Context: an optimization exercise on an open-source flow, tuned for small area and few clock cycles per item. The choices shown serve that exercise and are no tape-out recipe. In this exercise RTL edits were held to simulation tests only and were not proved equivalent to the original. No activity file was given, so power comes from the tool's default toggle rates.

===== flow/config.mk =====
export PLATFORM = sky130hd
export DESIGN_NAME = accore_df
export DESIGN_NICKNAME = accore_df
export VERILOG_FILES = /design/flow/design.v
export SDC_FILE = /design/flow/constraint.sdc
export NUM_CORES = 4
export LEC_CHECK = 0
export CAP_MARGIN = 20
export CORE_MARGIN = 2
export CORE_UTILIZATION = 50
export CTS_BUF_LIST = sky130_fd_sc_hd__clkbuf_16
export CTS_CLUSTER_DIAMETER = 60
export CTS_CLUSTER_SIZE = 30
export GPL_ROUTABILITY_DRIVEN = 1
export PLACE_DENSITY = 0.65
export SLEW_MARGIN = 20

===== flow/constraint.sdc =====
create_clock -name core_clock -period 16.0 [get_ports {clk}]
set_input_delay 3.2000 -clock core_clock [delete_from_list [all_inputs] [get_ports {clk}]]
set_output_delay 3.2000 -clock core_clock [all_outputs]
set_load 0.01 [all_outputs]

===== flow/design.v =====
module accore_classifier #(
    parameter [23:0] REF_MARK      = 24'd465,
    parameter [23:0] REF_HDR_MARK  = 24'd3500,
    parameter [23:0] REF_SHORT     = 24'd417,
    parameter [23:0] REF_LONG      = 24'd1275,
    parameter [23:0] REF_HDR_SPACE = 24'd1715,
    parameter [23:0] REF_SEP       = 24'd9935,
    parameter [23:0] DELTA         = 24'd200
) (
    input  wire [23:0] dur,
    output wire [2:0]  mark_code,
    output wire [2:0]  space_code
);
    function win(input [23:0] d, input [23:0] r);
        win = (d >= r - DELTA) && (d <= r + DELTA);
    endfunction
    wire in_mark  = win(dur, REF_MARK);
    wire in_hmark = win(dur, REF_HDR_MARK);
    wire in_short = win(dur, REF_SHORT);
    wire in_long  = win(dur, REF_LONG);
    wire in_hsp   = win(dur, REF_HDR_SPACE);
    wire in_sep   = win(dur, REF_SEP);
    assign mark_code  = in_mark  ? 3'd0 : in_hmark ? 3'd1 : 3'd7;
    assign space_code = in_short ? 3'd0 : in_long  ? 3'd1 :
                        in_hsp   ? 3'd3 : in_sep   ? 3'd2 : 3'd7;
endmodule
module accore_df (
    input  wire        clk,
    input  wire        rst,           
    input  wire        cmd_valid,
    input  wire [31:0] cmd_data,
    output wire        cmd_ready,
    input  wire [2:0]  reg_addr,
    output reg  [31:0] reg_rdata,
    output wire        tx_valid,
    output wire        tx_kind,       
    output wire [23:0] tx_dur,
    input  wire        tx_ready,
    output wire        fault_o
);
    localparam [23:0] REF_MARK      = 24'd465;
    localparam [23:0] REF_HDR_MARK  = 24'd3500;
    localparam [23:0] REF_LONG      = 24'd1275;
    localparam [23:0] REF_SHORT     = 24'd417;
    localparam [23:0] REF_HDR_SPACE = 24'd1715;
    localparam [23:0] REF_SEP       = 24'd9935;
    localparam [63:0]  TEMPLATE_A = {8'h06, 8'h00, 8'h00, 8'h00, 8'h04, 8'hE0, 8'h20, 8'h02};
    localparam [151:0] TEMPLATE_B = {120'd0, 8'h04, 8'hE0, 8'h20, 8'h02};
    localparam [215:0] TEMPLATE_W = {TEMPLATE_B, TEMPLATE_A};
    localparam [31:0] CONFIG = 32'h0040_9841;
    localparam [4:0] WB_MODE  = 5'd13;   
    localparam [4:0] WB_TEMP  = 5'd14;   
    localparam [4:0] WB_FLAGS = 5'd15;   
    localparam [4:0] WB_FAN   = 5'd16;   
    localparam [4:0] WB_CK    = 5'd26;   
    localparam [5:0] OP_NOP = 6'h00, OP_CAPSTART = 6'h01, OP_PULSE = 6'h02,
                     OP_SPACE = 6'h03, OP_TIMEOUT = 6'h04, OP_POPCMD = 6'h05,
                     OP_CHKLEAD = 6'h06, OP_CLSM = 6'h08, OP_CLSS = 6'h09,
                     OP_NEWF = 6'h10, OP_GETR = 6'h11, OP_SETR = 6'h12,
                     OP_GETB = 6'h13, OP_SETB = 6'h14,
                     OP_SETTEMP = 6'h20, OP_GETTEMP = 6'h21,
                     OP_SETMODE = 6'h22, OP_GETMODE = 6'h23,
                     OP_SETFPWR = 6'h24, OP_GETFPWR = 6'h25,
                     OP_SETFANG = 6'h26, OP_GETFANG = 6'h27,
                     OP_SETFAN = 6'h28, OP_GETFAN = 6'h29,
                     OP_SETSWING = 6'h2A, OP_GETSWING = 6'h2B,
                     OP_CKGEN = 6'h30, OP_CKCHK = 6'h31, OP_GETCK = 6'h32,
                     OP_EMIT = 6'h38;
    localparam [3:0] F_AMBIGUOUS = 4'd1, F_MALFORMED = 4'd2, F_PAIR = 4'd3,
                     F_BITOUT = 4'd4, F_OVERFLOW = 4'd5, F_LENGTH = 4'd6,
                     F_QUEUE = 4'd7, F_RANGE = 4'd8, F_ILLCMD = 4'd9,
                     F_ILLOP = 4'd10, F_CKSUM = 4'd11, F_VARIANT = 4'd12,
                     F_UNINIT = 4'd13;
    localparam [1:0] S_AWAIT_HEADER = 2'd0, S_IN_FRAME = 2'd1, S_AWAIT_NEXT = 2'd2;
    localparam [2:0] E_IDLE = 3'd0, E_SETR = 3'd1, E_EMIT = 3'd2, E_POP = 3'd3,
                     E_CK = 3'd4, E_GETR = 3'd5, E_SETRX = 3'd6;
    function [3:0] mode_pat(input [2:0] i);
        case (i)
            3'd0: mode_pat = 4'd0;
            3'd1: mode_pat = 4'd2;
            3'd2: mode_pat = 4'd3;
            3'd3: mode_pat = 4'd4;
            default: mode_pat = 4'd6;
        endcase
    endfunction
    function [3:0] fan_pat(input [2:0] i);
        case (i)
            3'd0: fan_pat = 4'd10;
            3'd1: fan_pat = 4'd3;
            3'd2: fan_pat = 4'd4;
            3'd3: fan_pat = 4'd5;
            3'd4: fan_pat = 4'd6;
            default: fan_pat = 4'd7;
        endcase
    endfunction
    function [3:0] swing_pat(input [2:0] i);
        case (i)
            3'd0: swing_pat = 4'd15;
            3'd1: swing_pat = 4'd1;
            3'd2: swing_pat = 4'd2;
            3'd3: swing_pat = 4'd3;
            3'd4: swing_pat = 4'd4;
            default: swing_pat = 4'd5;
        endcase
    endfunction
    function [7:0] mode_idx(input [3:0] p);
        case (p)
            4'd0: mode_idx = 8'd0;
            4'd2: mode_idx = 8'd1;
            4'd3: mode_idx = 8'd2;
            4'd4: mode_idx = 8'd3;
            4'd6: mode_idx = 8'd4;
            default: mode_idx = 8'hFF;
        endcase
    endfunction
    function [7:0] fan_idx(input [3:0] p);
        case (p)
            4'd10: fan_idx = 8'd0;
            4'd3:  fan_idx = 8'd1;
            4'd4:  fan_idx = 8'd2;
            4'd5:  fan_idx = 8'd3;
            4'd6:  fan_idx = 8'd4;
            4'd7:  fan_idx = 8'd5;
            default: fan_idx = 8'hFF;
        endcase
    endfunction
    function [7:0] swing_idx(input [3:0] p);
        case (p)
            4'd15: swing_idx = 8'd0;
            4'd1:  swing_idx = 8'd1;
            4'd2:  swing_idx = 8'd2;
            4'd3:  swing_idx = 8'd3;
            4'd4:  swing_idx = 8'd4;
            4'd5:  swing_idx = 8'd5;
            default: swing_idx = 8'hFF;
        endcase
    endfunction
    function [7:0] thermo8(input [5:0] n);
        integer q;
        for (q = 0; q < 8; q = q + 1)
            thermo8[q] = (n > q);
    endfunction
    reg  [2:0]   eng;
    reg  [2:0]   ecnt;
    reg  [2:0]   ph;            
    reg  [1:0]   sync;
    reg          act;           
    reg          pend;
    reg          pmark;
    reg  [7:0]   cnt;           
    reg  [4:0]   q_pb;
    reg  [2:0]   q_head;        
    reg  [2:0]   qlen;          
    reg  [215:0] w;             
    reg          wv_a;
    reg          wv_b;
    reg  [31:0]  evcnt;
    reg  [3:0]   fcode;
    reg          fpos_ev;       
    reg  [31:0]  res;
    reg  [1:0]   o_f;
    reg  [7:0]   o_idx;
    reg  [5:0]   o_len;
    reg          o_ill;
    reg  [7:0]   xs;            
    reg  [7:0]   col0, col1;
    reg          colsel;
    reg          jb_act;
    reg  [2:0]   jb_cnt;
    reg  [2:0]   jb_slot;
    reg  [4:0]   jb_ring;
    reg          jb_col;
    reg  [2:0]   p_slot;        
    reg          p_run;
    reg          ck_gen;        
    reg  [4:0]   ck_c;          
    reg          ck_mis;
    reg          emit_frame;
    reg  [8:0]   emit_pos;
    wire        in_setr  = (eng == E_SETR);
    assign cmd_ready = (eng == E_IDLE) || in_setr;
    wire        accept   = cmd_valid && cmd_ready;
    wire [31:0] word     = in_setr ? {OP_SETR, o_f, o_idx, 1'b0, o_ill, o_len, 8'd0} : cmd_data;
    wire        exec_en  = accept && !(!in_setr && cmd_data[31:26] == OP_SETR);
    wire [5:0]  op   = word[31:26];
    wire [1:0]  fsel = word[25:24];
    wire [7:0]  idx  = word[23:16];
    wire [5:0]  len  = word[13:8];
    wire [7:0]  val  = word[7:0];
    wire        rflag = word[25];
    wire [23:0] dur  = word[23:0];
    wire [2:0] mark_code, space_code;
    accore_classifier u_cls (
        .dur        (dur),
        .mark_code  (mark_code),
        .space_code (space_code)
    );
    wire [7:0] emit_bit = emit_pos[8:1] - 8'd1;
    wire [4:0] getb_addr = (fsel == 2'd2 ? 5'd8 : 5'd0) + (idx[4:0] - 5'd1);
    wire [4:0] eng_addr  = (o_f == 2'd2 ? 5'd8 : 5'd0) + o_idx[7:3];
    wire [4:0] emit_addr = emit_frame ? (5'd8 + emit_bit[7:3]) : {2'b00, emit_bit[5:3]};
    reg  [4:0] raddr;
    always @* begin
        case (eng)
            E_EMIT:          raddr = emit_addr;
            E_GETR, E_SETRX: raddr = eng_addr;
            default:         raddr = getb_addr;
        endcase
    end
    wire [7:0] rbyte = (raddr <= 5'd26) ? w[8*raddr +: 8] : 8'd0;
    wire [7:0] b_mode  = w[8*WB_MODE  +: 8];
    wire [7:0] b_temp  = w[8*WB_TEMP  +: 8];
    wire [7:0] b_flags = w[8*WB_FLAGS +: 8];
    wire [7:0] b_fan   = w[8*WB_FAN   +: 8];
    wire [7:0] b_ck    = w[8*WB_CK    +: 8];
    reg          illegal;
    reg          is_event;
    reg          discard;
    reg          fault;
    reg  [3:0]   fault_code;
    reg  [1:0]   n_sync;
    reg          n_act, n_pend, n_pmark;
    reg  [7:0]   n_cnt;
    reg          n_wv_a, n_wv_b;
    reg  [31:0]  n_res;
    reg          do_capstart;
    reg          do_push, push_pb;
    reg          do_pop;
    reg          do_app;
    reg          st_emit, st_ck, st_getr, st_setr;
    reg          w_newf;
    reg          w_bwe;         
    reg  [4:0]   w_waddr;
    reg  [7:0]   w_wbus;
    reg          w_temp;        
    reg          sel_a;
    reg          sel_ok;
    reg  [8:0]   flen;
    reg  [8:0]   rng_end;
    reg  [1:0]   sym;
    reg          sym_ok;
    reg          close_full;
    reg  [7:0]   t2c;
    reg          t_limit;
    reg  [3:0]   pat;
    always @* begin
        illegal     = 1'b0;
        is_event    = 1'b0;
        discard     = 1'b0;
        fault       = 1'b0;
        fault_code  = 4'd0;
        n_sync   = sync;
        n_act    = act;
        n_pend   = pend;
        n_pmark  = pmark;
        n_cnt    = cnt;
        n_wv_a   = wv_a;
        n_wv_b   = wv_b;
        n_res    = 32'd0;
        do_capstart = 1'b0;
        do_push     = 1'b0;
        push_pb     = 1'b0;
        do_pop      = 1'b0;
        do_app      = 1'b0;
        st_emit     = 1'b0;
        st_ck       = 1'b0;
        st_getr     = 1'b0;
        st_setr     = 1'b0;
        w_newf      = 1'b0;
        w_bwe       = 1'b0;
        w_waddr     = getb_addr;
        w_wbus      = val;
        w_temp      = 1'b0;
        sel_a = 1'b0; sel_ok = 1'b0; flen = 9'd0;
        sym = 2'd0; sym_ok = 1'b0; close_full = 1'b0;
        t2c = 8'd0; t_limit = 1'b0; pat = 4'd0;
        case (op)
            OP_NOP, OP_CAPSTART, OP_TIMEOUT, OP_POPCMD, OP_CHKLEAD, OP_NEWF,
            OP_GETTEMP, OP_GETMODE, OP_GETFPWR, OP_GETFANG, OP_GETFAN, OP_GETSWING,
            OP_CKGEN, OP_CKCHK, OP_GETCK, OP_EMIT:
                illegal = (word[25:0] != 26'd0);
            OP_PULSE, OP_SPACE, OP_CLSM, OP_CLSS:
                illegal = (word[25:24] != 2'd0);
            OP_GETR, OP_SETR:
                illegal = (word[15:14] != 2'd0) || (val != 8'd0);
            OP_GETB:
                illegal = (word[15:14] != 2'd0) || (len != 6'd0) || (val != 8'd0);
            OP_SETB:
                illegal = (word[15:14] != 2'd0) || (len != 6'd0);
            OP_SETTEMP:
                illegal = (word[25:8] != 18'd0);
            OP_SETMODE, OP_SETFPWR, OP_SETFANG, OP_SETFAN, OP_SETSWING:
                illegal = (word[24:8] != 17'd0);
            default:
                illegal = 1'b1;
        endcase
        if (fsel == 2'd1) begin
            sel_a = 1'b1; sel_ok = 1'b1; flen = 9'd64;
        end else if (fsel == 2'd2) begin
            sel_a = 1'b0; sel_ok = 1'b1; flen = 9'd152;
        end
        rng_end = {1'b0, idx} + {3'b0, len};
        if (illegal) begin
            fault = 1'b1;
            fault_code = F_ILLCMD;
        end else begin
            case (op)
            OP_NOP: n_res = 32'd0;
            OP_CAPSTART: begin
                do_capstart = 1'b1;
                n_sync = S_AWAIT_HEADER; n_act = 1'b0;
                n_pend = 1'b0; n_pmark = 1'b0;
                n_cnt = 8'd0;
            end
            OP_PULSE: begin
                if (fcode != 4'd0) discard = 1'b1;
                else begin
                    is_event = 1'b1;
                    if (pend) begin
                        fault = 1'b1; fault_code = F_MALFORMED;
                    end else if (mark_code == 3'd7) begin
                        fault = 1'b1; fault_code = F_AMBIGUOUS;
                    end else begin
                        n_pend  = 1'b1;
                        n_pmark = mark_code[0];
                        n_res   = {31'd0, mark_code[0]};
                    end
                end
            end
            OP_SPACE: begin
                if (fcode != 4'd0) discard = 1'b1;
                else begin
                    is_event = 1'b1;
                    if (pmark == 1'b1 && space_code == 3'd3) begin
                        sym = 2'd0; sym_ok = 1'b1;
                    end else if (pmark == 1'b0 && space_code == 3'd0) begin
                        sym = 2'd2; sym_ok = 1'b1;
                    end else if (pmark == 1'b0 && space_code == 3'd1) begin
                        sym = 2'd3; sym_ok = 1'b1;
                    end else if (pmark == 1'b0 && space_code == 3'd2) begin
                        sym = 2'd1; sym_ok = 1'b1;
                    end
                    if (!pend) begin
                        fault = 1'b1; fault_code = F_MALFORMED;
                    end else if (space_code == 3'd7) begin
                        fault = 1'b1; fault_code = F_AMBIGUOUS;
                    end else if (!sym_ok) begin
                        fault = 1'b1; fault_code = F_PAIR;
                    end else begin
                        case (sym)
                        2'd0: n_sync = S_IN_FRAME;
                        2'd2, 2'd3: begin
                            if (sync != S_IN_FRAME) begin
                                fault = 1'b1; fault_code = F_BITOUT;
                            end else if (act ? (cnt == 8'd152) : (cnt == 8'd64)) begin
                                fault = 1'b1; fault_code = F_OVERFLOW;
                            end else begin
                                do_app = 1'b1;
                                n_cnt  = cnt + 8'd1;
                            end
                        end
                        default: begin    
                            if (act == 1'b0) begin
                                if (cnt != 8'd0 && cnt != 8'd64) begin
                                    fault = 1'b1; fault_code = F_LENGTH;
                                end else if (cnt == 8'd64) begin
                                    n_act = 1'b1; n_cnt = 8'd0;
                                end
                            end else begin
                                if (cnt != 8'd0 && cnt != 8'd152) begin
                                    fault = 1'b1; fault_code = F_LENGTH;
                                end else if (cnt == 8'd152) begin
                                    if (qlen == 3'd4) begin
                                        fault = 1'b1; fault_code = F_QUEUE;
                                    end else begin
                                        do_push = 1'b1; push_pb = 1'b1;
                                        n_cnt = 8'd0; n_act = 1'b0;
                                    end
                                end
                            end
                            n_sync = S_AWAIT_NEXT;
                        end
                        endcase
                        n_pend  = 1'b0;
                        n_pmark = 1'b0;
                        n_res   = {30'd0, sym};
                    end
                end
            end
            OP_TIMEOUT: begin
                if (fcode != 4'd0) discard = 1'b1;
                else begin
                    is_event = 1'b1;
                    if (act == 1'b0) begin
                        if (cnt != 8'd0 && cnt != 8'd64) begin
                            fault = 1'b1; fault_code = F_LENGTH;
                        end
                        close_full = (cnt == 8'd64);
                    end else begin
                        if (cnt != 8'd0 && cnt != 8'd152) begin
                            fault = 1'b1; fault_code = F_LENGTH;
                        end
                        close_full = (cnt == 8'd152);
                    end
                    if (!fault) begin
                        if (act == 1'b1 || close_full) begin
                            if (qlen == 3'd4) begin
                                fault = 1'b1; fault_code = F_QUEUE;
                            end else begin
                                do_push = 1'b1;
                                push_pb = act && close_full;
                                n_res   = 32'd1;
                            end
                        end
                        n_pend = 1'b0; n_pmark = 1'b0;
                        n_cnt = 8'd0;
                        n_act = 1'b0; n_sync = S_AWAIT_HEADER;
                    end
                end
            end
            OP_POPCMD: begin
                if (qlen != 3'd0) begin
                    do_pop = 1'b1;
                    n_wv_a = 1'b1;
                    n_wv_b = q_pb[q_head];
                    n_res  = {29'd0, q_pb[q_head], 2'b11};
                end
            end
            OP_CHKLEAD: begin
                if (!wv_a) begin
                    fault = 1'b1; fault_code = F_UNINIT;
                end else
                    n_res = {31'd0, (w[63:0] == TEMPLATE_A)};
            end
            OP_CLSM: n_res = {29'd0, mark_code};
            OP_CLSS: n_res = {29'd0, space_code};
            OP_NEWF: begin
                w_newf = 1'b1;
                n_wv_a = 1'b1; n_wv_b = 1'b1;
            end
            OP_GETR, OP_SETR: begin
                if (len > 6'd32 || !sel_ok) begin
                    fault = 1'b1; fault_code = F_ILLOP;
                end else if (sel_a ? !wv_a : !wv_b) begin
                    fault = 1'b1; fault_code = F_UNINIT;
                end else if (rng_end > flen) begin
                    fault = 1'b1; fault_code = F_RANGE;
                end else if (op == OP_GETR) begin
                    st_getr = 1'b1;
                end else begin
                    st_setr = 1'b1;
                end
            end
            OP_GETB, OP_SETB: begin
                if (!sel_ok) begin
                    fault = 1'b1; fault_code = F_ILLOP;
                end else if (sel_a ? !wv_a : !wv_b) begin
                    fault = 1'b1; fault_code = F_UNINIT;
                end else if (idx == 8'd0 || idx > (sel_a ? 8'd8 : 8'd19)) begin
                    fault = 1'b1; fault_code = F_RANGE;
                end else if (op == OP_GETB) begin
                    n_res = {24'd0, rbyte};
                end else begin
                    w_bwe = 1'b1;
                end
            end
            OP_SETTEMP: begin
                if (!wv_b) begin
                    fault = 1'b1; fault_code = F_UNINIT;
                end else begin
                    if (val <= 8'd32) begin
                        t2c = 8'd32; t_limit = 1'b1;
                    end else if (val >= 8'd60) begin
                        t2c = 8'd60; t_limit = 1'b1;
                    end else begin
                        t2c = val; t_limit = 1'b0;
                    end
                    w_bwe   = 1'b1;
                    w_waddr = WB_TEMP;
                    w_wbus  = {1'b0, t2c[7:1]};
                    w_temp  = 1'b1;
                    n_res = {14'd0, t_limit, t2c[0], 8'd0, t2c};
                end
            end
            OP_GETTEMP: begin
                if (!wv_b) begin
                    fault = 1'b1; fault_code = F_UNINIT;
                end else
                    n_res = {14'd0, b_flags[1], b_flags[0], 7'd0, b_temp, b_flags[0]};
            end
            OP_SETMODE: begin
                if (rflag ? (val >= 8'd16) : (val >= 8'd5)) begin
                    fault = 1'b1; fault_code = F_ILLOP;
                end else if (!wv_b) begin
                    fault = 1'b1; fault_code = F_UNINIT;
                end else begin
                    pat = rflag ? val[3:0] : mode_pat(val[2:0]);
                    w_bwe   = 1'b1;
                    w_waddr = WB_MODE;
                    w_wbus  = {pat, b_mode[3:0]};
                    if (!rflag) begin
                        if (val == 8'd1 || val == 8'd2) w_wbus[0] = 1'b1;
                        else if (val == 8'd3)           w_wbus[0] = 1'b0;
                    end
                    n_res = {28'd0, pat};
                end
            end
            OP_GETMODE: begin
                if (!wv_b) begin
                    fault = 1'b1; fault_code = F_UNINIT;
                end else
                    n_res = {16'd0, mode_idx(b_mode[7:4]), 4'd0, b_mode[7:4]};
            end
            OP_SETFPWR, OP_GETFPWR, OP_SETFANG, OP_GETFANG: begin
                fault = 1'b1; fault_code = F_VARIANT;
            end
            OP_SETFAN, OP_SETSWING: begin
                if (rflag ? (val >= 8'd16) : (val >= 8'd6)) begin
                    fault = 1'b1; fault_code = F_ILLOP;
                end else if (!wv_b) begin
                    fault = 1'b1; fault_code = F_UNINIT;
                end else begin
                    w_bwe   = 1'b1;
                    w_waddr = WB_FAN;
                    if (op == OP_SETFAN) begin
                        pat = rflag ? val[3:0] : fan_pat(val[2:0]);
                        w_wbus = {pat, b_fan[3:0]};
                    end else begin
                        pat = rflag ? val[3:0] : swing_pat(val[2:0]);
                        w_wbus = {b_fan[7:4], pat};
                    end
                    n_res = {28'd0, pat};
                end
            end
            OP_GETFAN: begin
                if (!wv_b) begin
                    fault = 1'b1; fault_code = F_UNINIT;
                end else
                    n_res = {16'd0, fan_idx(b_fan[7:4]), 4'd0, b_fan[7:4]};
            end
            OP_GETSWING: begin
                if (!wv_b) begin
                    fault = 1'b1; fault_code = F_UNINIT;
                end else
                    n_res = {16'd0, swing_idx(b_fan[3:0]), 4'd0, b_fan[3:0]};
            end
            OP_CKGEN, OP_CKCHK: begin
                if (!wv_b) begin
                    fault = 1'b1; fault_code = F_UNINIT;
                end else
                    st_ck = 1'b1;
            end
            OP_GETCK: begin
                if (!wv_b) begin
                    fault = 1'b1; fault_code = F_UNINIT;
                end else
                    n_res = {24'd0, b_ck};
            end
            OP_EMIT: begin
                if (!wv_a || !wv_b) begin
                    fault = 1'b1; fault_code = F_UNINIT;
                end else begin
                    st_emit = 1'b1;
                    n_res = 32'd440;
                end
            end
            default: ;
            endcase
        end
    end
    wire commit = exec_en && !discard && !fault;
    wire [2:0] off = o_idx[2:0];
    wire       st_first = (ecnt == 3'd0);
    wire [3:0] fsh      = (eng == E_GETR) ? {1'b0, off} : (4'd8 - {1'b0, off});
    wire [15:0] fin     = (eng == E_GETR) ? {rbyte, xs} : {res[7:0], xs};
    wire [7:0] funnel   = fin >> fsh;
    wire [7:0] fmask    = thermo8(o_len) & ((eng == E_SETRX && st_first) ? ~thermo8({3'd0, off}) : 8'hFF);
    wire [7:0] g_chunk  = funnel & fmask;
    wire [7:0] s_byte   = (rbyte & ~fmask) | (funnel & fmask);
    wire [5:0] len_dec  = (o_len > 6'd8) ? (o_len - 6'd8) : 6'd0;
    reg  [4:0] ck_pop;
    integer b;
    always @* begin
        ck_pop = 5'd0;
        for (b = 8; b < 26; b = b + 1)
            ck_pop = ck_pop + {4'd0, w[8*b]};
    end
    wire [5:0] ck_t   = {1'b0, ck_c} + {1'b0, ck_pop};
    wire       ck_bit = ck_t[0];
    wire       ck_last = (ecnt == 3'd7);
    wire jb_conf   = jb_act && (jb_slot == p_slot);
    wire pop_sh    = (eng == E_POP) && (p_run || (ph == 3'd0 && !jb_conf));
    wire ck_rot    = (eng == E_CK);
    wire [134:0] qt;                   
    wire jtap = jb_col ? col1[0] : col0[0];
    genvar gs, gk;
    generate
        for (gs = 0; gs < 5; gs = gs + 1) begin : g_slot
            for (gk = 0; gk < 27; gk = gk + 1) begin : g_ring
                reg  [7:0] r;
                wire wr = jb_act && (jb_slot == gs) && (jb_ring == gk);
                always @(posedge clk)
                    r <= {(wr ? jtap : r[0]), r[7:1]};
                assign qt[gs*27 + gk] = r[0];
            end
        end
    endgenerate
    reg [26:0] qtap;
    always @* begin
        case (p_slot)
            3'd0: qtap = qt[26:0];
            3'd1: qtap = qt[53:27];
            3'd2: qtap = qt[80:54];
            3'd3: qtap = qt[107:81];
            default: qtap = qt[134:108];
        endcase
    end
    wire [2:0] q_sum  = q_head + qlen;
    wire [2:0] q_tail = (q_sum >= 3'd5) ? (q_sum - 3'd5) : q_sum;
    wire [2:0] q_next = (q_head == 3'd4) ? 3'd0 : (q_head + 3'd1);
    wire [2:0] c_pos = cnt[2:0] - ph - 3'd1;
    wire       app_bit = sym[0];
    wire       app = commit && do_app;
    wire [8:0] emit_last = emit_frame ? 9'd307 : 9'd131;
    wire       emit_data = rbyte[emit_bit[2:0]];
    assign tx_valid = (eng == E_EMIT);
    assign tx_kind  = emit_pos[0];
    assign tx_dur   = (emit_pos == 9'd0)      ? REF_HDR_MARK  :
                      (emit_pos == 9'd1)      ? REF_HDR_SPACE :
                      (!emit_pos[0])          ? REF_MARK      :
                      (emit_pos == emit_last) ? REF_SEP       :
                      (emit_data ? REF_LONG : REF_SHORT);
    always @(posedge clk) begin
        col0 <= {col0[0], col0[7:1]};
        col1 <= {col1[0], col1[7:1]};
        if (app && !colsel) col0[c_pos] <= app_bit;
        if (app &&  colsel) col1[c_pos] <= app_bit;
        if (app && cnt[2:0] == 3'd7)
            colsel <= !colsel;
    end
    always @(posedge clk) begin
        if (rst) begin
            jb_act <= 1'b0;
        end else if (app && cnt[2:0] == 3'd7) begin
            jb_act  <= 1'b1;
            jb_cnt  <= 3'd0;
            jb_slot <= q_tail;
            jb_ring <= act ? (5'd8 + cnt[7:3]) : {2'b00, cnt[5:3]};
            jb_col  <= colsel;
        end else if (jb_act) begin
            jb_cnt <= jb_cnt + 3'd1;
            if (jb_cnt == 3'd7) jb_act <= 1'b0;
        end
    end
    wire [4:0] w_waddr_eff = (eng == E_SETRX) ? eng_addr : w_waddr;
    integer n;
    always @(posedge clk) begin
        for (n = 0; n < 27; n = n + 1) begin
            if (pop_sh || (ck_rot && n >= 8)) begin
                if (pop_sh)
                    w[8*n +: 8] <= {qtap[n], w[8*n+1 +: 7]};
                else if (n == WB_CK && ck_gen)
                    w[8*n +: 8] <= {ck_bit, w[8*n+1 +: 7]};
                else
                    w[8*n +: 8] <= {w[8*n], w[8*n+1 +: 7]};
            end else if (commit && w_newf) begin
                w[8*n +: 8] <= TEMPLATE_W[8*n +: 8];
            end else if ((commit && w_bwe || eng == E_SETRX) && w_waddr_eff == n) begin
                w[8*n +: 8] <= (eng == E_SETRX) ? s_byte : w_wbus;
            end else if (n == WB_FLAGS && commit && w_temp) begin
                w[8*n +: 2] <= {t_limit, t2c[0]};
            end
        end
    end
    always @(posedge clk) begin
        if (rst) begin
            eng     <= E_IDLE;
            ph      <= 3'd0;
            sync    <= S_AWAIT_HEADER;
            act     <= 1'b0;
            pend    <= 1'b0;
            pmark   <= 1'b0;
            cnt     <= 8'd0;
            q_head  <= 3'd0;
            qlen    <= 3'd0;
            wv_a    <= 1'b0;
            wv_b    <= 1'b0;
            evcnt   <= 32'd0;
            fcode   <= 4'd0;
            fpos_ev <= 1'b0;
            res     <= 32'd0;
            p_run   <= 1'b0;
            emit_frame <= 1'b0;
            emit_pos   <= 9'd0;
        end else begin
            ph <= ph + 3'd1;
            case (eng)
            E_EMIT: begin
                if (tx_ready) begin
                    if (emit_pos == emit_last) begin
                        emit_pos <= 9'd0;
                        if (emit_frame) eng <= E_IDLE;
                        emit_frame <= 1'b1;
                    end else
                        emit_pos <= emit_pos + 9'd1;
                end
            end
            E_POP: begin
                if (pop_sh) begin
                    p_run <= 1'b1;
                    if (ph == 3'd7) begin
                        p_run <= 1'b0;
                        eng   <= E_IDLE;
                    end
                end
            end
            E_CK: begin
                ecnt <= ecnt + 3'd1;
                ck_c <= ck_t[5:1];
                if (!ck_gen && ck_bit != w[8*WB_CK]) ck_mis <= 1'b1;
                if (ck_last) begin
                    eng <= E_IDLE;
                    if (!ck_gen && (ck_mis || ck_bit != w[8*WB_CK])) begin
                        if (fcode == 4'd0) begin
                            fcode   <= F_CKSUM;
                            fpos_ev <= 1'b0;
                        end
                    end else
                        res <= {23'd0, 1'b1, (ck_gen ? ck_bit : w[8*WB_CK]), b_ck[7:1]};
                end
            end
            E_GETR, E_SETRX: begin
                ecnt  <= ecnt + 3'd1;
                o_idx <= o_idx + 8'd8;
                if (eng == E_SETRX || !st_first) o_len <= len_dec;
                xs    <= (eng == E_GETR) ? rbyte : res[7:0];
                if (eng == E_SETRX || !st_first)
                    res <= {((eng == E_GETR) ? g_chunk : 8'd0), res[31:8]};
                if (ecnt == 3'd4) eng <= E_IDLE;
            end
            default: begin    
                if (accept && !exec_en) begin
                    o_f   <= cmd_data[25:24];
                    o_idx <= cmd_data[23:16];
                    o_len <= cmd_data[13:8];
                    o_ill <= (cmd_data[15:14] != 2'd0) || (cmd_data[7:0] != 8'd0);
                    eng   <= E_SETR;
                end else if (exec_en) begin
                    eng <= E_IDLE;
                    if (discard) begin
                    end else if (fault) begin
                        if (is_event) evcnt <= evcnt + 32'd1;
                        if (fcode == 4'd0) begin
                            fcode   <= fault_code;
                            fpos_ev <= is_event;
                        end
                    end else begin
                        if (is_event) evcnt <= evcnt + 32'd1;
                        sync   <= n_sync;
                        act    <= n_act;
                        pend   <= n_pend;
                        pmark  <= n_pmark;
                        cnt    <= n_cnt;
                        wv_a   <= n_wv_a;
                        wv_b   <= n_wv_b;
                        if (!(st_ck || st_getr || st_setr)) res <= n_res;
                        if (do_capstart) begin
                            evcnt   <= 32'd0;
                            fcode   <= 4'd0;
                            fpos_ev <= 1'b0;
                            q_head  <= 3'd0;
                            qlen    <= 3'd0;
                        end
                        if (do_push) begin
                            q_pb[q_tail] <= push_pb;
                            qlen <= qlen + 3'd1;
                        end
                        if (do_pop) begin
                            p_slot <= q_head;
                            q_head <= q_next;
                            qlen   <= qlen - 3'd1;
                            eng    <= E_POP;
                        end
                        if (st_emit) begin
                            eng        <= E_EMIT;
                            emit_frame <= 1'b0;
                            emit_pos   <= 9'd0;
                        end
                        if (st_ck) begin
                            eng    <= E_CK;
                            ecnt   <= 3'd0;
                            ck_gen <= (op == OP_CKGEN);
                            ck_c   <= 5'd0;
                            ck_mis <= 1'b0;
                        end
                        if (st_getr || st_setr) begin
                            eng   <= st_getr ? E_GETR : E_SETRX;
                            ecnt  <= 3'd0;
                            o_f   <= fsel;
                            o_idx <= idx;
                            o_len <= st_getr ? len : (len + {3'd0, idx[2:0]});
                            xs    <= 8'd0;
                            if (st_setr) res <= cmd_data;
                        end
                    end
                end
            end
            endcase
        end
    end
    wire [31:0] status = {(fcode != 4'd0), 3'd0, fcode, 4'd0, 1'b0, qlen,
                          cnt,
                          wv_b, wv_a, act, pmark, pend, act, sync};
    always @* begin
        case (reg_addr)
            3'd0: reg_rdata = status;
            3'd1: reg_rdata = res;
            3'd2: reg_rdata = fpos_ev ? evcnt : 32'd0;
            3'd3: reg_rdata = evcnt;
            3'd4: reg_rdata = CONFIG;
            default: reg_rdata = 32'd0;
        endcase
    end
    assign fault_o = (fcode != 4'd0);
endmodule

===== flow/run.sh =====
#!/bin/bash
# synth_recipe.tcl (not shown) runs the flow's synth.tcl, then flattens the netlist and writes it again
# the make line also repeats each setting of config.mk as NAME=value (left out here)
make -C /OpenROAD-flow-scripts/flow DESIGN_CONFIG=/design/flow/config.mk WORK_HOME=/design/flow/orfs CLKGATE_MAP_FILE= SYNTH_SCRIPT=/design/flow/synth_recipe.tcl finish

==> results of run 1 <==
cells in the mapped netlist (41+ instances only):
master	instances	area, µm²
o21ai_0	221	1106
a211oi_1	52	390.4
ha_1	74	925.9
dfxtp_1	1204	24100
nor2_1	498	1869
nand2_1	337	1265
a31oi_1	108	675.7
edfxtp_1	272	8168
nand4_1	42	262.8
inv_1	127	476.7
buf_2	42	210.2
mux2i_1	91	910.9
nor3_1	81	405.4
a22oi_1	56	420.4
and3_1	41	256.5
a21o_1	160	1201
nand3_1	98	490.5
a21oi_1	334	1672
xor2_1	42	367.9
clkbuf_1	212	795.8
nor2b_1	50	312.8
through the flow:
step                      instances  area, µm²    util  worst slack (ns)  hold slack, ns
final                          6345      58220  0.5539             3.159          0.3164
after global routing           6344      58220  0.5538             2.798          0.3151
after CTS                      6344      58200  0.5536             3.252          0.3149
after detailed placement       6176      54930  0.5225             3.267          0.3121
after global placement         6176      54920  0.5225             3.398          0.3096
after floorplan                4915      52900       -             5.382          0.3096
critical path: cells and delay by family:
kind	cells	cell delay [ns]
AOI/OAI and AO/OA	7	2.70
buffers and inverters	5	1.56
xor gates and xnor gates	1	0.17
adders and majority gates	3	0.78
muxes	1	0.63
and+or+nand+nor	2	0.59
routing by layer:
layer / vias up / share of wire / global-route usage
li1: 17580 / - / -
met4: 4 / 0.058 / 0.1456
met3: 419 / 0.085 / 0.05600
met2: 1778 / 0.44 / 0.4451
met1: 18537 / 0.42 / 0.3936
met5: - / 0.00020 / 0
logic make-up after synthesis:
kind of cell / count (synthesis) / synth area share
buffers and inverters: 440 / 0.03543
other: 2 / 0.0001421
XOR/XNOR: 77 / 0.01290
AO/OA/AOI/OAI: 1332 / 0.1706
AND/OR/NAND/NOR: 1369 / 0.1234
multiplexers: 115 / 0.02282
flip-flops: 1476 / 0.6104
adder cells (fa/ha/maj): 94 / 0.02433
how the worst max path moves through the flow:
stage / from / end / depth (start not counted) / slack (ns)
finish: cmd_data[25] / tx_dur[4] / 19 / 3.16
global route: cmd_data[25] / tx_dur[8] / 19 / 2.80
CTS: cmd_data[25] / tx_dur[4] / 19 / 3.25
detailed placement: cmd_data[25] / tx_dur[4] / 19 / 3.27
global placement: cmd_data[25] / tx_dur[4] / 19 / 3.40
floorplan: cmd_data[25] / tx_dur[4] / 20 / 5.38
area by class of cell:
| cell class | instances | area (µm²) | area share |
|---|---|---|---|
| tap | 1391 | 1740 | 0.02989 |
| antenna | 1 | 2.502 | 0.00004298 |
| multi-input combinational | 2999 | 18880 | 0.3243 |
| timing repair buffer | 179 | 1567 | 0.02691 |
| clock inverter | 73 | 892.1 | 0.01532 |
| sequential | 1476 | 32270 | 0.5543 |
| clock buffer | 95 | 2377 | 0.04083 |
| inverter | 131 | 491.7 | 0.008446 |
flip-flops by register name, summed over array words and instances, names as in the netlist, 6 cells and up:
register / cells
cnt: 8
col0: 8
col1: 8
emit_pos: 9
evcnt: 32
g_slot.g_ring.r: 1080
o_idx: 8
o_len: 6
res: 32
w: 216
xs: 8
power by group through the flow:
stage          registers, mW  clock network [mW]  logic (mW)
6_report                3.79                2.59       0.381
5_1_grt                 3.79                2.78       0.403
4_1_cts                 3.79                2.65       0.369
3_5_place_dp            3.88                   0       0.368
3_3_place_gp            3.88                   0       0.362
2_1_floorplan           3.87                   0       0.244
==> reports/results.ini, run 1 <==
[global_route]
overflow = 0
grt_pass1_wl_um = 236500
antenna_found_initial = 4
grt_max_degree = 136
track_usage = 0.2904
grt_pass1_vias = 36007

[route]
wl_per_cell_um = 25.15
routed_via_density = 6.039
num_vias = 38318
drt_wl_total_um = 159600
drc_errors = 0
ant_nets = 0
dr.pass1.iters = 9
drtIter0Drc = 4387

[synthesis]
synth_edf_count = 272
ys_types = 121
yosysWarnings = 2
synth_area_per_cell_um2 = 10.78
syn_inst = 4905
synthArstFlopShare = 0
synth-main-ff-cell = dfxtp_1
synth_seq_area_share = 0.6104
synth-seq-cells = 1476
synth_area_um2 = 52860

[finish]
fillers = 9182
fin_nets = 5007
drive_gt1_frac = 0.07410
mostFrequentLayoutCells = dfxtp_1 (1,204), nor2_1 (494), nand2_1 (336), a21oi_1 (333), edfxtp_1 (272)
final_common_cell = dfxtp_1
area_delta_synth_final_pct = 10.13

[timing]
finalClockSkew_ns = 0.03985
relSlewSlack = 0.1892
finalHoldViolations = 0
period_share = 0.8026
max_freq_mhz = 77.88
setup_violations = 0
slew_viol_final = 0
fin_setup_tns_ns = 0
grt_setup_unrepaired = false
fin_crit_ns = 12.84
worstMarginPinSlew_ns = 1.204

[worst_hold_path]
whs_path_depth = 0
hp-class = reg2reg
hold_end = g_slot[1].g_ring[0].r[5]
worstHoldStart = g_slot[1].g_ring[0].r[6]

[power_and_ir_drop]
switching_share = 0.2463
pwr-share-seq = 0.560
total_power_mw = 6.766
power_density_nw_per_um2 = 116.2
ir_drop_mv = 0.1040
p_sw_mw = 1.666
p_leak_nw = 22.01
pwr-share-comb = 0.056
clockPowerShare = 0.383
intPower_mw = 5.100

[worst_setup_path]
r2r_setup_slack_ns = 7.44
cp_max_fo = 11
cp-end-kind = primary output
slowest_stage = a2111oi_0
critPathLaunchType = input port
reg2reg_depth = 26
critical_path.max_stage_delay_ns = 0.66
critical_path_class = in2out
timing.rr.end = res[29]
required_ns = 12.80
critical_path.cell_chain = clkdlybuf4s50_1, mux2i_1, inv_1, ha_1, inv_1, ha_1, inv_1, ha_1, a21oi_1, xor2_1, a311o_1, or2_2, a2111oi_0, a211oi_2, nand2_1, o21ai_0, a311o_1, o311a_1, clkdlybuf4s50_1
r2r-start = eng[0]
crit_arrival_ns = 9.64

[floorplan]
core_um2 = 105100
die_h_um = 329.2
die_w_um = 329.2
die_area_um2 = 108300
rows = 119
start_util = 0.5029
io_pins = 99

[cts]
cts_resized = 0
postCtsSetupRepairBufs = 0
clkLatencyLatePin_ns = 0.72
cts.clk_slew.worst_paths_ns = 0.10
cts_made_buffers = 91
cts-root-buf = clkbuf_16
clock_sinks = 1476
htreeDepth = 3
tritoncts = yes
hold_buffers = 0
clock_path_buffers = 3

[placed_design]
io_buffers = 86
dpl.hpwl_um = 113300
globalplace.congestion = 1.020

[outcome]
status = complete, no violations

[flow_run]
drv_cap = 0

Testbench counts, summed over its fixed seeds: cycles 54,376, commands 31,224.
==> inputs of run 2 (changes only) <==
--- a/flow/config.mk
+++ b/flow/config.mk
@@ -10,5 +10,5 @@
 export CORE_UTILIZATION = 50
-export CTS_BUF_LIST = sky130_fd_sc_hd__clkbuf_16
-export CTS_CLUSTER_DIAMETER = 60
-export CTS_CLUSTER_SIZE = 30
+export CTS_BUF_LIST = sky130_fd_sc_hd__clkbuf_8
+export CTS_CLUSTER_DIAMETER = 50
+export CTS_CLUSTER_SIZE = 20
 export GPL_ROUTABILITY_DRIVEN = 1
==> run 2 against run 1 <==
  * Still clean
  * Sequential power is essentially flat
  * Power fell by 8.2%
  * Maximum frequency is 0.18% higher
  * Non-clock buffer count up 1
  * Critical path depth is the same
  * Synthesized area stayed put
  * Combinational power hardly changed
  * Clock power shrank 21%
  * Die area did not move
  * Count of clock-buffer cells in the layout rose by 27
  * Setup slack improved by 0.023 ns
  * Critical path type unchanged
  * Critical endpoint unchanged
  * Largest cell class unchanged
  * Highest routed layer unchanged
==> reports/results.ini, run 2 <==
[timing]
worstMarginPinSlew_ns = 1.260  ; +0.05614 ns
worst_slack_ns = 3.182  ; +0.02303 ns
relSlewSlack = 0.1513  ; -0.03783
setup_violations = 0  ; unchanged
slew_viol_final = 0  ; unchanged
fin_setup_tns_ns = 0  ; unchanged
max_freq_mhz = 78.02  ; +0.18%
finalHoldViolations = 0  ; unchanged
period_share = 0.8011  ; -0.001439
grt_setup_unrepaired = false
fin_crit_ns = 12.82  ; -0.02303 ns
finalClockSkew_ns = 0.05156  ; +0.01171 ns

[finish]
fin_nets = 5031  ; +0.48%
largestRegisters = g_slot.g_ring.r: 1080 flops, w: 216 flops
top_register = g_slot.g_ring.r
mostFrequentLayoutCells = dfxtp_1 (1,204), nor2_1 (494), nand2_1 (336), a21oi_1 (333), edfxtp_1 (272)
fillers = 9327  ; +1.6%
area_delta_synth_final_pct = 8.303
largest_register_ffs = 1080  ; unchanged
final_common_cell = dfxtp_1
drive_gt1_frac = 0.07603  ; +0.001929
final_cells = 6364  ; +0.30%

[synthesis]
synth_area_per_cell_um2 = 10.78  ; unchanged
yosys-top-cells-count = dfxtp_1 (1,204), nor2_1 (498), nand2_1 (337)
syn_inst = 4905  ; unchanged
synth_seq_area_share = 0.6104  ; unchanged
synth_area_um2 = 52860  ; unchanged
synth-main-ff-cell = dfxtp_1
yosysWarnings = 2  ; unchanged
yosysMostFrequentCell = dfxtp_1
synthArstFlopShare = 0  ; unchanged
yosys.area.top_type = dfxtp_1
synth_edf_count = 272  ; unchanged
synth.top_cell.area_share = 0.4559  ; unchanged
synth-seq-cells = 1476  ; unchanged
synth.area.top_cells = dfxtp_1 (46%), edfxtp_1 (15%), nor2_1 (3.5%)
ys_types = 121  ; unchanged

[worst_setup_path]
required_ns = 12.80  ; about the same
critPathLaunch = cmd_data[25]
cp-end-kind = primary output
critPathLaunchType = input port
r2r-start = eng[0]
r2r_setup_slack_ns = 7.42  ; -0.02 ns
cp_max_fo = 11  ; unchanged
reg2reg_depth = 26  ; unchanged
timing.rr.end = res[29]
crit_end = tx_dur[4]
critical_path_class = in2out
crit_arrival_ns = 9.62  ; -0.02 ns

[global_route]
grt_max_degree = 136  ; unchanged
track_usage = 0.2892  ; -0.001173
grt_pass1_wl_um = 235500  ; -0.42%
overflow = 0  ; unchanged
antenna_found_initial = 4  ; unchanged
grt_pass1_vias = 35961  ; -0.13%

[cts]
cts.clk_slew.worst_paths_ns = 0.11  ; about the same
clock_path_buffers = 3  ; unchanged
clkLatencyLatePin_ns = 0.83  ; +0.11 ns
clock_sinks = 1476  ; unchanged
cts-root-buf = clkbuf_8
tritoncts = yes
htreeDepth = 3  ; unchanged
cts_resized = 0  ; unchanged
cts_made_buffers = 114  ; +25%
postCtsSetupRepairBufs = 0  ; unchanged
hold_buffers = 0  ; unchanged

[floorplan]
core_um2 = 105100  ; unchanged
rows = 119  ; unchanged
die_area_um2 = 108300  ; unchanged
io_pins = 99  ; unchanged
die_h_um = 329.2  ; unchanged
die_w_um = 329.2  ; unchanged
start_util = 0.5029  ; unchanged

[route]
drtIter0Drc = 4541  ; +3.5%
drc_errors = 0  ; unchanged
ant_nets = 0  ; unchanged
drt_wl_total_um = 159500  ; about the same
dr.pass1.iters = 9  ; unchanged
wl_per_cell_um = 25.07  ; -0.31%
num_vias = 38466  ; +0.39%
routed_via_density = 6.044  ; about the same

[placed_design]
io_buffers = 86  ; unchanged
pre_cts_slack_ns = 3.267  ; unchanged
dp.cells = 6176  ; unchanged
globalplace.congestion = 1.020  ; unchanged
dpl.hpwl_um = 113300  ; unchanged

[power_and_ir_drop]
pwr-share-seq = 0.610  ; +0.050
power_density_nw_per_um2 = 108.5  ; -6.6%
p_sw_mw = 1.521  ; -8.7%
clockPowerShare = 0.329  ; -0.054
switching_share = 0.2449  ; -0.001372
intPower_mw = 4.691  ; -8.0%
pwr-share-comb = 0.061  ; +0.005
p_leak_nw = 21.64  ; -1.7%
ir_drop_mv = 0.06632  ; -36%

[outcome]
status = complete, no violations

[worst_hold_path]
hp-class = reg2reg

[flow_run]
drv_cap = 0  ; unchanged

run 2: cell count changes in the layout (fill, tap and decap cells not counted), moves of 5 or more:
cell       previous run  this run
clkinv_8             13         5
clkbuf_8              0       122
inv_1               131       141
inv_8                10         2
inv_16                7         2
clkbuf_16            95         0
run 2: logic make-up after synthesis:
family,after synthesis,share of synthesized area
AND/OR/NAND/NOR,1369,0.1234
other,2,0.0001421
flip-flops,1476,0.6104
AO/OA/AOI/OAI,1332,0.1706
XOR/XNOR,77,0.01290
adder cells (fa/ha/maj),94,0.02433
buffers and inverters,440,0.03543
multiplexers,115,0.02282
run 2: worst min path at each step:
stage                              startpoint                   endpoint  slack [ns]  cells after the start
floorplan            g_slot[0].g_ring[0].r[1]   g_slot[0].g_ring[0].r[0]        0.31                      0
global placement    g_slot[1].g_ring[17].r[2]  g_slot[1].g_ring[17].r[1]        0.31                      0
detailed placement  g_slot[0].g_ring[10].r[2]  g_slot[0].g_ring[10].r[1]        0.31                      0
CTS                 g_slot[4].g_ring[12].r[5]  g_slot[4].g_ring[12].r[4]        0.30                      0
global route        g_slot[3].g_ring[12].r[1]  g_slot[3].g_ring[12].r[0]        0.30                      0
finish              g_slot[0].g_ring[10].r[5]  g_slot[0].g_ring[10].r[4]        0.32                      0
run 2: cell type report:
cell class | count | area [µm²] | share of cell area
antenna | 1 | 2.502 | 0.00004371
clock buffer | 122 | 1679 | 0.02933
clock inverter | 64 | 616.8 | 0.01077
inverter | 131 | 491.7 | 0.008588
multi-input combinational | 2999 | 18870 | 0.3297
sequential | 1476 | 32270 | 0.5636
tap | 1391 | 1740 | 0.03040
timing repair buffer | 180 | 1578 | 0.02756
run 2: routing by layer:
layer / global-route usage / vias up / wire length (µm) / part of all wire
met2: 0.4450 / 1801 / 70290 / 0.44
met5: 0 / - / 24 / 0.00015
met3: 0.05167 / 409 / 13360 / 0.084
li1: - / 17581 / - / -
met4: 0.1456 / 4 / 8829 / 0.055
met1: 0.3931 / 18671 / 67030 / 0.42
run 2: worst max-delay path, cell delays in order:
cell             delay, ns
clkdlybuf4s50_1       0.66
mux2i_1               0.63
inv_1                 0.23
ha_1                  0.29
inv_1                 0.12
ha_1                  0.24
inv_1                 0.07
ha_1                  0.24
a21oi_1               0.35
xor2_1                0.17
a311o_1               0.49
or2_2                 0.46
a2111oi_0             0.66
a211oi_2              0.30
nand2_1               0.13
o21ai_0               0.08
a311o_1               0.49
o311a_1               0.33
clkdlybuf4s50_1       0.48
run 2: stage by stage:
step	total power, mW	instance area [µm²]	hold slack [ns]	utilization
after global placement	4.238	54920	0.3096	0.5225
after floorplan	4.114	52900	0.3096	-
after CTS	6.257	57220	0.3050	0.5444
after global routing	6.419	57250	0.2987	0.5447
after detailed placement	4.243	54930	0.3121	0.5225
final	6.213	57250	0.3158	0.5447
run 2: power by group through the flow:
stage	logic [mW]	clock network (mW)	registers [mW]
floorplan	0.244	0	3.87
detailed placement	0.368	0	3.88
CTS	0.369	2.10	3.79
global placement	0.362	0	3.88
global route	0.403	2.22	3.79
finish	0.381	2.04	3.79
==> inputs of run 3 (changes only) <==
--- a/flow/config.mk
+++ b/flow/config.mk
@@ -7,5 +7,5 @@
 export LEC_CHECK = 0
-export CAP_MARGIN = 20
+export CAP_MARGIN = 0
 export CORE_MARGIN = 2
-export CORE_UTILIZATION = 50
+export CORE_UTILIZATION = 65
 export CTS_BUF_LIST = sky130_fd_sc_hd__clkbuf_8
@@ -14,3 +14,3 @@
 export GPL_ROUTABILITY_DRIVEN = 1
-export PLACE_DENSITY = 0.65
-export SLEW_MARGIN = 20
+export PLACE_DENSITY = 0.8
+export SLEW_MARGIN = 0
==> run 3 against run 2 <==
  * First-iteration DRC count grew 9.4%
  * Maximum frequency shrank 2.8%
  * Highest routed layer unchanged
  * Synthesized cell count is the same
  * Sequential share of layout area grew 0.69 points
  * Clock skew grew 0.0032 ns
  * Setup slack lost 0.36 ns
  * Power shrank 1.5%
  * Final cell count shrank 5.7%
==> reports/results.ini, run 3 <==
[timing]
finalHoldViolations = 0  ; unchanged
relSlewSlack = 0.06546  ; -0.08589
timing.hold.ws_ns = 0.3145  ; -0.001308 ns
fin_setup_tns_ns = 0  ; unchanged
setup_violations = 0  ; unchanged
slew_viol_final = 0  ; unchanged
worstMarginPinSlew_ns = 1.402  ; +0.1421 ns
fin_crit_ns = 13.18  ; +0.3628 ns
grt_setup_unrepaired = false
period_share = 0.8238  ; +0.02268
finalClockSkew_ns = 0.05473  ; +0.003167 ns
worst_slack_ns = 2.819  ; -0.3628 ns
max_freq_mhz = 75.87  ; -2.8%

[cts]
cts-root-buf = clkbuf_8
cts.clk_slew.worst_paths_ns = 0.11  ; about the same
hold_buffers = 0  ; unchanged
cts_made_buffers = 105  ; -7.9%
clock_sinks = 1476  ; unchanged
tritoncts = yes
cts_resized = 0  ; unchanged
clkLatencyLatePin_ns = 0.81  ; -0.02 ns
clock_path_buffers = 3  ; unchanged
htreeDepth = 3  ; unchanged
postCtsSetupRepairBufs = 0  ; unchanged

[finish]
fin_nets = 5013  ; -0.36%
final_cells = 6004  ; -5.7%
fillers = 5495  ; -41%
largestRegisters = g_slot.g_ring.r: 1080 flops, w: 216 flops
top_register = g_slot.g_ring.r
area_delta_synth_final_pct = 6.992
final_common_cell = dfxtp_1
drive_gt1_frac = 0.07043  ; -0.005595
multi_input_area_um2 = 18880  ; about the same
post-route-util = 0.7022  ; +0.1575
mostFrequentLayoutCells = dfxtp_1 (1,204), nor2_1 (494), nand2_1 (336), a21oi_1 (332), edfxtp_1 (272)
largest_register_ffs = 1080  ; unchanged
ff_latch_area_um2 = 32270  ; unchanged

[global_route]
grt_pass1_vias = 37714  ; +4.9%
overflow = 0  ; unchanged
grt_pass1_wl_um = 241500  ; +2.5%
antenna_found_initial = 7  ; +3
grt_max_degree = 83  ; -39%
track_usage = 0.3877  ; +0.09849

[placed_design]
dpl.hpwl_um = 118000  ; +4.2%
dp.cells = 5837  ; -5.5%
io_buffers = 86  ; unchanged
pre_cts_slack_ns = 3.065  ; -0.2013 ns
globalplace.congestion = 1.051  ; +3.0%

[worst_hold_path]
worstHoldStart = g_slot[0].g_ring[19].r[5]
whs_path_depth = 0  ; unchanged
hold_end = g_slot[0].g_ring[19].r[4]
hp-class = reg2reg

[power_and_ir_drop]
power_density_nw_per_um2 = 108.2  ; -0.24%
p_leak_nw = 21.47  ; -0.77%
ir_drop_mv = 0.1095  ; +65%

[outcome]
status = complete, no violations

[synthesis]
synth_edf_count = 272  ; unchanged
ys_types = 121  ; unchanged
synth_area_per_cell_um2 = 10.78  ; unchanged
synth.area.top_cells = dfxtp_1 (46%), edfxtp_1 (15%), nor2_1 (3.5%)
yosysWarnings = 2  ; unchanged
synth.top_cell.area_share = 0.4559  ; unchanged
yosys.area.top_type = dfxtp_1
syn_inst = 4905  ; unchanged
synth-seq-cells = 1476  ; unchanged
yosysMostFrequentCell = dfxtp_1
synth_seq_area_share = 0.6104  ; unchanged
synth_area_um2 = 52860  ; unchanged
yosys-top-cells-count = dfxtp_1 (1,204), nor2_1 (498), nand2_1 (337)
synth-main-ff-cell = dfxtp_1
synthArstFlopShare = 0  ; unchanged

[worst_setup_path]
cp-end-kind = primary output
r2r-start = eng[0]
reg2reg_depth = 26  ; unchanged
required_ns = 12.80  ; about the same
crit_arrival_ns = 9.98  ; +0.36 ns
cp_max_fo = 14  ; +3
r2r_setup_slack_ns = 7.34  ; -0.08 ns
critical_path_class = in2out
timing.rr.end = res[29]
critPathLaunchType = input port

[route]
wl_per_cell_um = 27.54  ; +9.8%
drtIter0Drc = 4968  ; +9.4%
dr.pass1.iters = 15  ; +6
drc_errors = 0  ; unchanged
ant_nets = 0  ; unchanged
num_vias = 39668  ; +3.1%
routed_via_density = 6.607  ; +9.3%
drt_wl_total_um = 165300  ; +3.6%

[floorplan]
core_um2 = 80550  ; -23%
die_area_um2 = 83630  ; -23%
die_w_um = 289.2  ; -12%
io_pins = 99  ; unchanged
die_h_um = 289.2  ; -12%
rows = 104  ; -13%
start_util = 0.6563  ; +0.1534

[flow_run]
drv_cap = 0  ; unchanged

run 3: cell types whose count changed in the layout (fill, tap and decap cells not counted), moves of 5 or more:
cell | previous run | this run
buf_4 | 92 | 85
o21ai_0 | 210 | 219
inv_6 | 17 | 6
clkbuf_8 | 122 | 110
o21ai_1 | 19 | 11
inv_8 | 2 | 7
run 3: worst max path at each step:
| stage | end | from | depth (start not counted) | slack, ns |
|---|---|---|---|---|
| 2_1_floorplan | tx_dur[4] | cmd_data[25] | 20 | 5.38 |
| 3_5_place_dp | tx_dur[1] | cmd_data[25] | 20 | 3.07 |
| 4_1_cts | tx_dur[1] | cmd_data[25] | 20 | 3.04 |
| 6_report | tx_dur[1] | cmd_data[25] | 19 | 2.82 |
| 3_3_place_gp | tx_dur[1] | cmd_data[25] | 20 | 3.21 |
| 5_1_grt | tx_dur[1] | cmd_data[25] | 20 | 2.65 |
run 3: layout make-up:
| type | instances | share of cell area |
|---|---|---|
| antenna | 3 | 0.0001327 |
| inverter | 131 | 0.008694 |
| multi-input combinational | 2999 | 0.3337 |
| tap | 1060 | 0.02345 |
| sequential | 1476 | 0.5706 |
| clock buffer | 110 | 0.02677 |
| timing repair buffer | 171 | 0.02641 |
| clock inverter | 54 | 0.01026 |
run 3: metal layers:
layer | wire length (µm) | track usage | vias to the layer above
met5 | 31 | 0 | -
met4 | 10240 | 0.2090 | 6
met3 | 17580 | 0.08449 | 565
met2 | 72800 | 0.5895 | 2445
met1 | 64680 | 0.5207 | 19134
li1 | - | - | 17518
run 3: power by group:
group | internal [mW] | switching, mW
registers | 3.78 | 0.00971
clock network | 0.720 | 1.23
logic | 0.121 | 0.258
total | 4.62 | 1.50
run 3: cells by family (layout without fill, tap and decap cells):
family | count (synthesis) | count (layout) | synth area share
AO/OA/AOI/OAI | 1332 | 1332 | 0.1706
multiplexers | 115 | 115 | 0.02282
XOR/XNOR | 77 | 77 | 0.01290
flip-flops | 1476 | 1476 | 0.6104
other | 2 | 15 | 0.0001421
AND/OR/NAND/NOR | 1369 | 1369 | 0.1234
adder cells (fa/ha/maj) | 94 | 94 | 0.02433
buffers and inverters | 440 | 466 | 0.03543
run 3: metrics by stage:
stage,area (µm²),power [mW]
after global routing,56560,6.270
after global placement,54460,4.233
after detailed placement,54460,4.238
after floorplan,52900,4.114
final,56560,6.123
after CTS,56550,6.120
run 3: worst max-delay path, cell delays in order:
cell             delay [ns]
clkdlybuf4s50_1        0.62
mux2i_1                0.63
inv_1                  0.26
ha_1                   0.32
inv_1                  0.15
ha_1                   0.25
inv_1                  0.07
ha_1                   0.25
a21oi_1                0.35
xor2_1                 0.17
a311o_1                0.48
nor2_1                 0.85
a211oi_1               0.26
a22oi_1                0.50
mux2i_1                0.16
a211oi_1               0.28
a311o_1                0.39
o221a_2                0.26
clkdlybuf4s50_1        0.52
==> inputs of run 4 (changes only) <==
==> flow/config.mk (replaced) <==
export PLATFORM = sky130hd
export DESIGN_NAME = accore_df
export DESIGN_NICKNAME = accore_df
export VERILOG_FILES = /design/flow/design.v
export SDC_FILE = /design/flow/constraint.sdc
export NUM_CORES = 4
export LEC_CHECK = 0
export CAP_MARGIN = 20
export CORE_MARGIN = 2
export CORE_UTILIZATION = 25
export GPL_ROUTABILITY_DRIVEN = 1
export PLACE_DENSITY = 0.4
export SLEW_MARGIN = 20
==> run 4 against run 3 <==
  * Sequential power about the same
  * Final cell count increased by 32%
  * Combinational power increased by 3%
  * Global-route usage decreased by 22 points
  * Critical path depth unchanged
  * Die area increased to 2.6 times the previous value
  * Clock power increased by 91%
  * Non-clock buffer count increased by 25
  * First-iteration DRC count decreased by 27%
==> reports/results.ini, run 4 <==
[timing]
relSlewSlack = 0.2417  ; +0.1762
setup_violations = 0  ; unchanged
fin_setup_tns_ns = 0  ; unchanged
fin_crit_ns = 12.90  ; -0.2809 ns
timing.hold.ws_ns = 0.3026  ; -0.01183 ns
max_freq_mhz = 77.52  ; +2.2%
finalClockSkew_ns = 0.03851  ; -0.01622 ns
worst_slack_ns = 3.100  ; +0.2809 ns
slew_viol_final = 0  ; unchanged
finalHoldViolations = 0  ; unchanged
grt_setup_unrepaired = false
period_share = 0.8062  ; -0.01756
worstMarginPinSlew_ns = 1.134  ; -0.2677 ns

[synthesis]
synth_top_family_by_area = compound AO/OA/AOI/OAI gates
yosys.area_share.xor_xnor = 0.01290  ; unchanged
synth_area_per_cell_um2 = 10.78  ; unchanged
yosys.area.top_type = dfxtp_1
synth-seq-cells = 1476  ; unchanged
synth_compound_gate_area_share = 0.1706  ; unchanged
synth_fa_ha_area_frac = 0.02433  ; unchanged
synth.area.top_cells = dfxtp_1 (46%), edfxtp_1 (15%), nor2_1 (3.5%)
synth_seq_area_share = 0.6104  ; unchanged
synth-main-ff-cell = dfxtp_1
synth_area_um2 = 52860  ; unchanged
yosys-top-cells-count = dfxtp_1 (1,204), nor2_1 (498), nand2_1 (337)
synthArstFlopShare = 0  ; unchanged
synth_edf_count = 272  ; unchanged
syn_inst = 4905  ; unchanged
yosysWarnings = 2  ; unchanged
ys_types = 121  ; unchanged
synth_mux_area_frac = 0.02282  ; unchanged
yosysMostFrequentCell = dfxtp_1
synth.top_cell.area_share = 0.4559  ; unchanged
synth-simple-area-share = 0.1234  ; unchanged

[floorplan]
rows = 168  ; +62%
die_area_um2 = 215200  ; +160%
core_um2 = 210000  ; +160%
start_util = 0.2517  ; -0.4046
die_w_um = 463.8  ; +60%
io_pins = 99  ; unchanged
die_h_um = 463.8  ; +60%

[global_route]
overflow = 0  ; unchanged
grt_pass1_wl_um = 271100  ; +12%
grt_max_degree = 136  ; +64%
track_usage = 0.1695  ; -0.2182
grt_pass1_vias = 37395  ; -0.85%
antenna_found_initial = 6  ; -1

[worst_setup_path]
critPathLaunchType = input port
cp-end-kind = primary output
crit_arrival_ns = 9.70  ; -0.28 ns
required_ns = 12.80  ; about the same
critical_path_class = in2out
cp_max_fo = 10  ; -4

[power_and_ir_drop]
power_density_nw_per_um2 = 127.3  ; +18%
total_power_mw = 7.917  ; +29%
p_leak_nw = 23.15  ; +7.8%
ir_drop_mv = 0.08415  ; -23%

[cts]
htreeDepth = 4  ; +1
postCtsSetupRepairBufs = 0  ; unchanged
cts_resized = 0  ; unchanged
cts.clk_slew.worst_paths_ns = 0.06  ; -0.05 ns
clock_sinks = 1476  ; unchanged
cts-root-buf = clkbuf_16
cts_made_buffers = 155  ; +48%
hold_buffers = 0  ; unchanged
clock_path_buffers = 3  ; unchanged
clkLatencyLatePin_ns = 0.79  ; -0.02 ns
tritoncts = yes

[finish]
largest_register_ffs = 1080  ; unchanged
final_cells = 7900  ; +32%
final_common_cell = dfxtp_1
largestRegisters = g_slot.g_ring.r: 1080 flops, w: 216 flops
stdcell_area_um2 = 62220  ; +10%
ff_latch_area_um2 = 32270  ; unchanged
area_delta_synth_final_pct = 17.70
post-route-util = 0.2963  ; -0.4059
top_register = g_slot.g_ring.r
multi_input_area_um2 = 18880  ; unchanged
drive_gt1_frac = 0.09311  ; +0.02267
fin_nets = 5088  ; +1.5%
mostFrequentLayoutCells = dfxtp_1 (1,204), nor2_1 (495), nand2_1 (336), a21oi_1 (333), edfxtp_1 (272)
fillers = 21607  ; +290%

[worst_hold_path]
hp-class = reg2reg

[placed_design]
dp.cells = 7606  ; +30%
io_buffers = 86  ; unchanged
dpl.hpwl_um = 133600  ; +13%
pre_cts_slack_ns = 3.270  ; +0.2041 ns
place_area_um2 = 56820  ; +4.3%
globalplace.congestion = 0.8946  ; -15%

[route]
drt_wl_total_um = 186500  ; +13%
num_vias = 38294  ; -3.5%
drc_errors = 0  ; unchanged
ant_nets = 0  ; unchanged
dr.pass1.iters = 7  ; -8
routed_via_density = 4.847  ; -27%
drtIter0Drc = 3607  ; -27%
wl_per_cell_um = 23.61  ; -14%

[flow_run]
drv_cap = 0  ; unchanged

[outcome]
status = complete, no violations

-- run 4: routing by layer --
layer	global-route usage	vias up	routed length (µm)	part of all wire
met1	0.2284	18967	84810	0.45
met5	0	-	20	0.00011
li1	-	17791	-	-
met3	0.02711	324	9709	0.052
met2	0.2690	1210	84270	0.45
met4	0.06979	2	7700	0.041
-- run 4: layout make-up --
cell class / instances / area share
clock buffer: 222 / 0.07255
clock inverter: 67 / 0.01367
tap: 2805 / 0.05641
antenna: 4 / 0.0001609
inverter: 131 / 0.007903
sequential: 1476 / 0.5187
multi-input combinational: 2999 / 0.3034
timing repair buffer: 196 / 0.02727
-- run 4: worst paths after layout --
check,end,cells past startpoint,slack [ns],from
max,tx_dur[8],19,3.10,cmd_data[25]
min,g_slot[0].g_ring[26].r[5],0,0.30,g_slot[0].g_ring[26].r[6]
max reg2reg,res[29],27,6.96,eng[0]
min reg2reg,g_slot[0].g_ring[26].r[5],0,0.30,g_slot[0].g_ring[26].r[6]
-- run 4: report_power, final --
group / leakage (nW) / switching, mW / internal (mW)
combinational: 8.32 / 0.267 / 0.125
sequential: 12.2 / 0.00835 / 3.79
clock: 2.65 / 1.54 / 2.20
-- run 4: cell families (layout without fill, tap and decap cells) --
family,Yosys count,in the layout
mux,115,115
other cells,2,16
simple gates,1369,1369
compound gates,1332,1332
fa+ha+maj,94,94
flops,1476,1476
buf+inv,440,616
xor+xnor,77,77
-- run 4: critical path, cell delays in order --
cell	delay [ns]
clkdlybuf4s50_1	0.67
mux2i_1	0.69
inv_1	0.25
ha_1	0.29
inv_1	0.13
ha_1	0.25
inv_1	0.06
ha_1	0.24
a21oi_1	0.35
xor2_1	0.16
a311o_1	0.43
nor3_1	0.77
a32oi_1	0.20
o21ai_2	0.31
mux2i_1	0.16
and3_1	0.21
a311o_1	0.47
o221ai_1	0.25
clkdlybuf4s50_1	0.57

-- re-timing with driven ports --
How much do the figures lean on ideal ports? The routed layouts below were timed once more, with nothing changed but the port constraints.
Step 1 (the two cells are an assumption about what drives the block):
set clk [get_ports {clk}]
set_driving_cell -lib_cell sky130_fd_sc_hd__clkbuf_16 $clk
set_driving_cell -lib_cell sky130_fd_sc_hd__buf_2 [delete_from_list [all_inputs] $clk]
Step 2 adds t to the input delays and takes it off the output delays; t is the mean of the earliest and latest rising clock arrival at the registers after step 1. Input paths then give back, and output paths get back, about the clock's delay inside the block.
Three values: no drivers, after step 1, after step 2; two values: the first two.
run	t (ns)	setup slack, ns	pins driven straight from the clock port
run 1	0.773	3.159 / 3.137 / 3.137	1
run 2	0.873	3.182 / 3.160 / 3.160	1
run 3	0.851	2.819 / 2.797 / 2.797	1
run 4	0.863	3.100 / 3.067 / 3.067	1
After both steps setup and hold are still met in every run listed. The setup slack of run 4, which loses most, moves by -0.033 ns with the drivers and by -0.033 ns with both steps.
